What follows belongs to an exercise in optimizing a design on an open flow for small area; a production flow would make more cautious choices.
In this exercise RTL edits were held to simulation tests only and were not proved equivalent to the original.

File: flow/design.v
module avc_crc16_step (
    input  wire [15:0] crc_in,
    input  wire [7:0]  data,
    output reg  [15:0] crc_out
);
    integer i;
    always @(*) begin
        crc_out = crc_in ^ {8'h00, data};
        for (i = 0; i < 8; i = i + 1) begin
            if (crc_out[0])
                crc_out = (crc_out >> 1) ^ 16'hA001;
            else
                crc_out = crc_out >> 1;
        end
    end
endmodule
module avc_frame_parser #(
    parameter MAX_PAYLOAD = 32,
    parameter ADDR_W      = 5
) (
    input  wire              clk,
    input  wire              rst,
    input  wire              in_valid,
    input  wire [7:0]        in_byte,
    output reg               frame_ok,
    output reg               frm_valid,
    output reg  [7:0]        frm_id,
    output reg  [15:0]       frm_len,
    input  wire [ADDR_W-1:0] rd_addr,
    output wire [7:0]        rd_data
);
    localparam [2:0] S_SEEK1  = 3'd0,
                     S_SEEK2  = 3'd1,
                     S_LEN_LO = 3'd2,
                     S_LEN_HI = 3'd3,
                     S_ID     = 3'd4,
                     S_PAYLD  = 3'd5,
                     S_CRC_LO = 3'd6,
                     S_CRC_HI = 3'd7;
    reg [2:0]  ps;
    reg [15:0] len;      
    reg [15:0] idx;      
    reg [7:0]  id;
    reg [7:0]  crclo;
    reg [15:0] crc;      
    reg [7:0]  acc [0:MAX_PAYLOAD-1];
    reg [7:0]  frm [0:MAX_PAYLOAD-1];
    wire [15:0] crc_seed_next;
    wire [15:0] crc_run_next;
    avc_crc16_step u_crc_seed (.crc_in(16'hFFFF), .data(in_byte), .crc_out(crc_seed_next));
    avc_crc16_step u_crc_run  (.crc_in(crc),      .data(in_byte), .crc_out(crc_run_next));
    wire [15:0] len_full = {in_byte, len[7:0]};
    wire        len_ok   = (len_full != 16'd0) && (len_full <= MAX_PAYLOAD + 1);
    wire [15:0] rx_crc   = {in_byte, crclo};
    wire        publish  = in_valid && (ps == S_CRC_HI) && (rx_crc == crc);
    integer k;
    always @(posedge clk) begin
        if (rst) begin
            ps        <= S_SEEK1;
            frame_ok  <= 1'b0;
            frm_valid <= 1'b0;
        end else begin
            frame_ok <= publish;
            if (publish) begin
                frm_valid <= 1'b1;
                frm_id    <= id;
                frm_len   <= len - 16'd1;
            end
            if (in_valid) begin
                case (ps)
                    S_SEEK1: begin
                        if (in_byte == 8'hA5) ps <= S_SEEK2;
                    end
                    S_SEEK2: begin
                        if (in_byte == 8'h5A) ps <= S_LEN_LO;
                        else                  ps <= S_SEEK1;
                    end
                    S_LEN_LO: begin
                        len <= {8'h00, in_byte};
                        ps  <= S_LEN_HI;
                    end
                    S_LEN_HI: begin
                        len <= len_full;
                        if (len_ok) ps <= S_ID;
                        else        ps <= S_SEEK1;
                    end
                    S_ID: begin
                        id  <= in_byte;
                        idx <= 16'd0;
                        crc <= crc_seed_next;
                        if (len == 16'd1) ps <= S_CRC_LO;
                        else              ps <= S_PAYLD;
                    end
                    S_PAYLD: begin
                        idx <= idx + 16'd1;
                        crc <= crc_run_next;
                        if (idx + 16'd1 == len - 16'd1) ps <= S_CRC_LO;
                    end
                    S_CRC_LO: begin
                        crclo <= in_byte;
                        ps    <= S_CRC_HI;
                    end
                    S_CRC_HI: begin
                        ps <= S_SEEK1;
                    end
                    default: ps <= S_SEEK1;
                endcase
            end
        end
    end
    always @(posedge clk) begin
        if (in_valid && ps == S_PAYLD)
            acc[idx[ADDR_W-1:0]] <= in_byte;
        if (publish)
            for (k = 0; k < MAX_PAYLOAD; k = k + 1)
                frm[k] <= acc[k];
    end
    assign rd_data = frm[rd_addr];
endmodule
module avc_frame_rx (
    input  wire        clk,
    input  wire        rst,
    input  wire        pp_valid,
    input  wire [7:0]  pp_byte,
    output wire        pp_frame_ok,
    input  wire        pl_valid,
    input  wire [7:0]  pl_byte,
    output wire        pl_frame_ok,
    input  wire        rd_sel,
    input  wire [4:0]  rd_addr,
    output wire        rd_frm_valid,
    output wire [7:0]  rd_id,
    output wire [15:0] rd_len,
    output wire [7:0]  rd_data
);
    localparam MAX_PAYLOAD = 32;
    wire        pp_frm_valid, pl_frm_valid;
    wire [7:0]  pp_frm_id,    pl_frm_id;
    wire [15:0] pp_frm_len,   pl_frm_len;
    wire [7:0]  pp_rd_data,   pl_rd_data;
    avc_frame_parser #(.MAX_PAYLOAD(MAX_PAYLOAD), .ADDR_W(5)) u_pp (
        .clk(clk), .rst(rst),
        .in_valid(pp_valid), .in_byte(pp_byte), .frame_ok(pp_frame_ok),
        .frm_valid(pp_frm_valid), .frm_id(pp_frm_id), .frm_len(pp_frm_len),
        .rd_addr(rd_addr), .rd_data(pp_rd_data)
    );
    avc_frame_parser #(.MAX_PAYLOAD(MAX_PAYLOAD), .ADDR_W(5)) u_pl (
        .clk(clk), .rst(rst),
        .in_valid(pl_valid), .in_byte(pl_byte), .frame_ok(pl_frame_ok),
        .frm_valid(pl_frm_valid), .frm_id(pl_frm_id), .frm_len(pl_frm_len),
        .rd_addr(rd_addr), .rd_data(pl_rd_data)
    );
    assign rd_frm_valid = rd_sel ? pl_frm_valid : pp_frm_valid;
    assign rd_id        = rd_sel ? pl_frm_id    : pp_frm_id;
    assign rd_len       = rd_sel ? pl_frm_len   : pp_frm_len;
    assign rd_data      = rd_sel ? pl_rd_data   : pp_rd_data;
endmodule
File: flow/run.sh
#!/bin/bash
# synth_recipe.tcl (not shown) runs the flow's synth.tcl, then flattens the netlist and writes it again
# the make line also repeats each setting of config.mk as NAME=value (left out here)
make -C /OpenROAD-flow-scripts/flow DESIGN_CONFIG=/design/flow/config.mk WORK_HOME=/design/flow/orfs CLKGATE_MAP_FILE= SYNTH_SCRIPT=/design/flow/synth_recipe.tcl finish
File: flow/config.mk
export PLATFORM = sky130hd
export DESIGN_NAME = avc_frame_rx
export DESIGN_NICKNAME = avc_frame_rx
export VERILOG_FILES = /design/flow/design.v
export SDC_FILE = /design/flow/constraint.sdc
export NUM_CORES = 4
export LEC_CHECK = 0
export CAP_MARGIN = 20
export CORE_MARGIN = 2
export CORE_UTILIZATION = 40
export SLEW_MARGIN = 20
File: flow/constraint.sdc
create_clock -name core_clock -period 7.0 [get_ports {clk}]
set_input_delay 1.4000 -clock core_clock [delete_from_list [all_inputs] [get_ports {clk}]]
set_output_delay 1.4000 -clock core_clock [all_outputs]
set_load 0.01 [all_outputs]
==> notes.md <==
[metrics by stage]
step / utilization [%] / setup WS [ns] / area [um^2] / hold WS [ns]
after floorplan: - / 0.734 / 44500 / 0.400
after global placement: 42.7 / 0.791 / 47200 / 0.400
after CTS: 46.3 / 0.833 / 51200 / 0.406
after global routing: 46.4 / 0.569 / 51300 / 0.420
after detailed placement: 42.9 / 0.839 / 47400 / 0.405
final: 46.4 / 0.718 / 51300 / 0.400
[state kept, by name, summed over array words and instances (netlist names), 16 cells and up]
| register | count |
|---|---|
| u_pl.idx | 16 |
| u_pp.acc | 256 |
| u_pp.idx | 16 |
| u_pl.frm_len | 16 |
| u_pp.crc | 16 |
| u_pl.len | 16 |
| u_pl.crc | 16 |
| u_pl.acc | 256 |
| u_pl.frm | 256 |
| u_pp.frm_len | 16 |
| u_pp.len | 16 |
| u_pp.frm | 256 |
[logic make-up (layout without fill, tap and decap cells)]
family	Yosys count	after routing	synth area share, %
AOI/OAI and AO/OA	353	353	5.73
xor gates and xnor gates	168	168	3.54
adders and majority gates	37	37	1.04
buffers and inverters	122	417	1.09
DFF	1210	1210	81.5
muxes	25	25	0.630
other	0	2	0
and+or+nand+nor	580	580	6.49
[routing by layer]
| layer | up-vias | routed length, um | GRT usage, % |
|---|---|---|---|
| met1 | 12194 | 50000 | 29.7 |
| met2 | 1358 | 54000 | 31.9 |
| met5 | - | 13 | 0 |
| met4 | 2 | 3490 | 6.76 |
| met3 | 197 | 13600 | 6.04 |
| li1 | 10153 | - | - |
[worst max path at each step]
stage / depth (start not counted) / from / endpoint / slack [ns]
2_1_floorplan: 6 / pl_byte[2] / u_pl.frm[0][0] / 0.73
3_3_place_gp: 9 / rd_addr[4] / rd_data[5] / 0.79
3_5_place_dp: 11 / rd_addr[4] / rd_data[6] / 0.84
4_1_cts: 11 / rd_addr[4] / rd_data[6] / 0.83
5_1_grt: 10 / rd_addr[4] / rd_data[2] / 0.57
6_report: 11 / rd_addr[4] / rd_data[6] / 0.72
[worst max-delay path, stage by stage]
cell and delay (ns):
clkdlybuf4s50_1 0.55, nand2b_1 0.38, nor2_1 0.09, buf_4 0.29
a22oi_1 0.30, nand2_1 0.18, nor4_1 0.68, buf_4 0.22
a21oi_1 0.08, a21o_1 0.22, clkdlybuf4s50_1 0.48
[power by group through the flow]
stage | logic, mW | clock network (mW) | registers, mW
final | 0.385 | 6.24 | 7.90
after floorplan | 0.161 | 0 | 8.06
after global placement | 0.375 | 0 | 8.06
after CTS | 0.383 | 6.33 | 7.90
after global routing | 0.408 | 6.61 | 7.90
after detailed placement | 0.380 | 0 | 8.06
[cells in the mapped netlist (3+ instances only)]
| library cell | n |
|---|---|
| edfxtp_1 | 1200 |
| a22oi_1 | 240 |
| nor2_1 | 190 |
| nand2_1 | 139 |
| xnor2_1 | 105 |
| clkbuf_1 | 65 |
| xor2_1 | 55 |
| inv_1 | 46 |
| nor3_1 | 42 |
| nor4_1 | 38 |
| a21oi_1 | 37 |
| ha_1 | 37 |
| nand4_1 | 36 |
| nand3_1 | 26 |
| mux2_2 | 24 |
| or3_1 | 19 |
| o21ai_0 | 16 |
| nand2b_1 | 14 |
| nand3b_1 | 13 |
| and2_1 | 11 |
| a211oi_1 | 10 |
| dfxtp_1 | 10 |
| a21o_1 | 9 |
| or2_2 | 9 |
| or3b_2 | 7 |
| buf_2 | 6 |
| o21a_1 | 6 |
| xnor3_1 | 6 |
| nor4_2 | 5 |
| or4_1 | 5 |
| a211o_1 | 4 |
| a31oi_1 | 4 |
| o211ai_1 | 4 |
| o31a_1 | 4 |
| and3_1 | 3 |
| and4_1 | 3 |
| nor3b_1 | 3 |
| nor4b_1 | 3 |
[cell type report]
cell class / count / area [um^2]
clock inverters: 88 / 785
fillers: 9366 / 59200
flip-flops and latches: 1210 / 36200
well taps: 1488 / 1860
multi-input cells: 1163 / 7870
repair buffers: 145 / 1290
inverters: 46 / 180
diodes: 2 / 5.00
clock buffers: 138 / 3050
==> results.cfg <==
[finish]
layout-drive-gt1-share_pct = 13.2
area.growth.synth_to_final_pct = 15.3
final-instance-count-excl-fill = 4280
final_common_cell = edfxtp_1
final_nets = 2748
mostFrequentLayoutCells = edfxtp_1, a22oi_1, nor2_1

[setup_path]
r2r_slack_ns = 3.18
r2r_start = u_pp.ps[2]
cp-start-kind = primary input
path_max_fanout = 16
crit_required_ns = 5.60
crit_type = in -> out
reg2regPathDepth = 4
endpoint_kind = output pin
arrival_ns = 4.88
reg2reg_to = u_pp.acc[9][2]

[global_routing]
grt_pass1_vias = 23715
grt_max_degree = 74
grt-ovfl-total = 0
grt_pass1_wl_um = 171000
grt_usage_pct = 21.2
antenna_found_initial = 2

[clocking]
cts_root_buffer = clkbuf_16
htreeDepth = 3
cts_made_buffers = 119
clockBufferDepth = 3
postCtsResizedCells = 0
cts_tree = done
clock-sinks = 1210
cts.hold.buffers_added = 0
insertion_delay_ns = 0.72
post_cts_buffers = 0
path_clk_slew_ns = 0.06

[power]
seqPwrFrac_pct = 54.4
max-vdd-ir-drop_uv = 193
power_leakage_nw = 16.4
clkPwrFrac_pct = 43.0
power_mw = 14.5
powerDensity_mw_per_mm2 = 283
p_sw_mw = 3.00
p_int_mw = 11.5
switching_share_pct = 20.7
combPwrFrac_pct = 2.7

[timing]
drv_slew = 0
max_slew.worst_pin.slew_ns = 1.16
hold_violations = 0
finalClockSkew_ns = 0.0286
clock.fmax_mhz = 159
setup_violations = 0
setup_tns_ns = 0
period_share_pct = 89.7
relSlewSlack_pct = 22.3
final.min_clock_period_ns = 6.28
rsz0062_at_grt = no

[synthesis]
synth.area.top_cells = edfxtp_1, a22oi_1, xnor2_1, nor2_1, nand2_1
ys_seq_area_share_pct = 81.5
synth_edf_count = 1200
synth_largest_area_cell = edfxtp_1
netlist.area_leader.share_pct = 81.0
syn_inst = 2495
synth.avg_cell_area_um2 = 17.8
syn_nets = 2558
synth_seq_cells = 1210
synthesis.area_mm2 = 0.0445
ys.warnings.count = 3
async_reset_ff_share_pct = 0
synth-main-ff-cell = edfxtp_1
ys_types = 70

[floorplanning]
die_h_um = 337
start_util_pct = 40.2
die_x_um = 337
num_rows = 122
die-area_mm2 = 0.114
io_pins = 61
core-area_mm2 = 0.111

[route]
vias = 23904
drtAntennaViolNets = 0
drt_first_pass_iters = 6
wl_um = 121000
wl_per_cell_um = 28.3
drc = 0
drt_iter0_markers = 3406
viasPerCell = 5.59

[worst_hold_path]
hp-class = reg -> reg
worstHoldPathCells = 0
holdPathEnd = u_pl.frm[27][2]
hold_start = u_pl.acc[27][2]

[run_status]
status = complete, no violations

[placed_design]
hpwlAfterDp_um = 77300
port_buffers = 60
gp_congestion = 0.902
dp_cells = 4049

[flow_run]
maxCapViolCount = 0

[static timing again, ports no longer ideal]
The results above use ideal ports. As a check the final layout listed here was re-extracted and re-timed, cells and wires unchanged.
Step 1 sets driving cells, clkbuf_16 on the clock port and buf_2 on the other inputs (assumed; they add their load-dependent delay and slew).
Step 2 moves the port delays by t, midway between the first and last clock arrival at a register: inputs arrive t later, outputs are due t later. That takes back most of the time a late clock gives input paths.
Slacks: ideal / step 1 / step 2; pairs: ideal / step 1.
t (ns): 0.778
slack for setup (ns): 0.718 / 0.665 / 0.665
hold slack, ns: 0.400 / 0.400 / 0.400
clock arrival spread, ns: 0.029 / 0.030
pins driven straight from the clock port: 1
After both steps this run still meets setup and hold. The setup slack of this run moves by -0.053 ns with the drivers and by -0.053 ns with both steps.
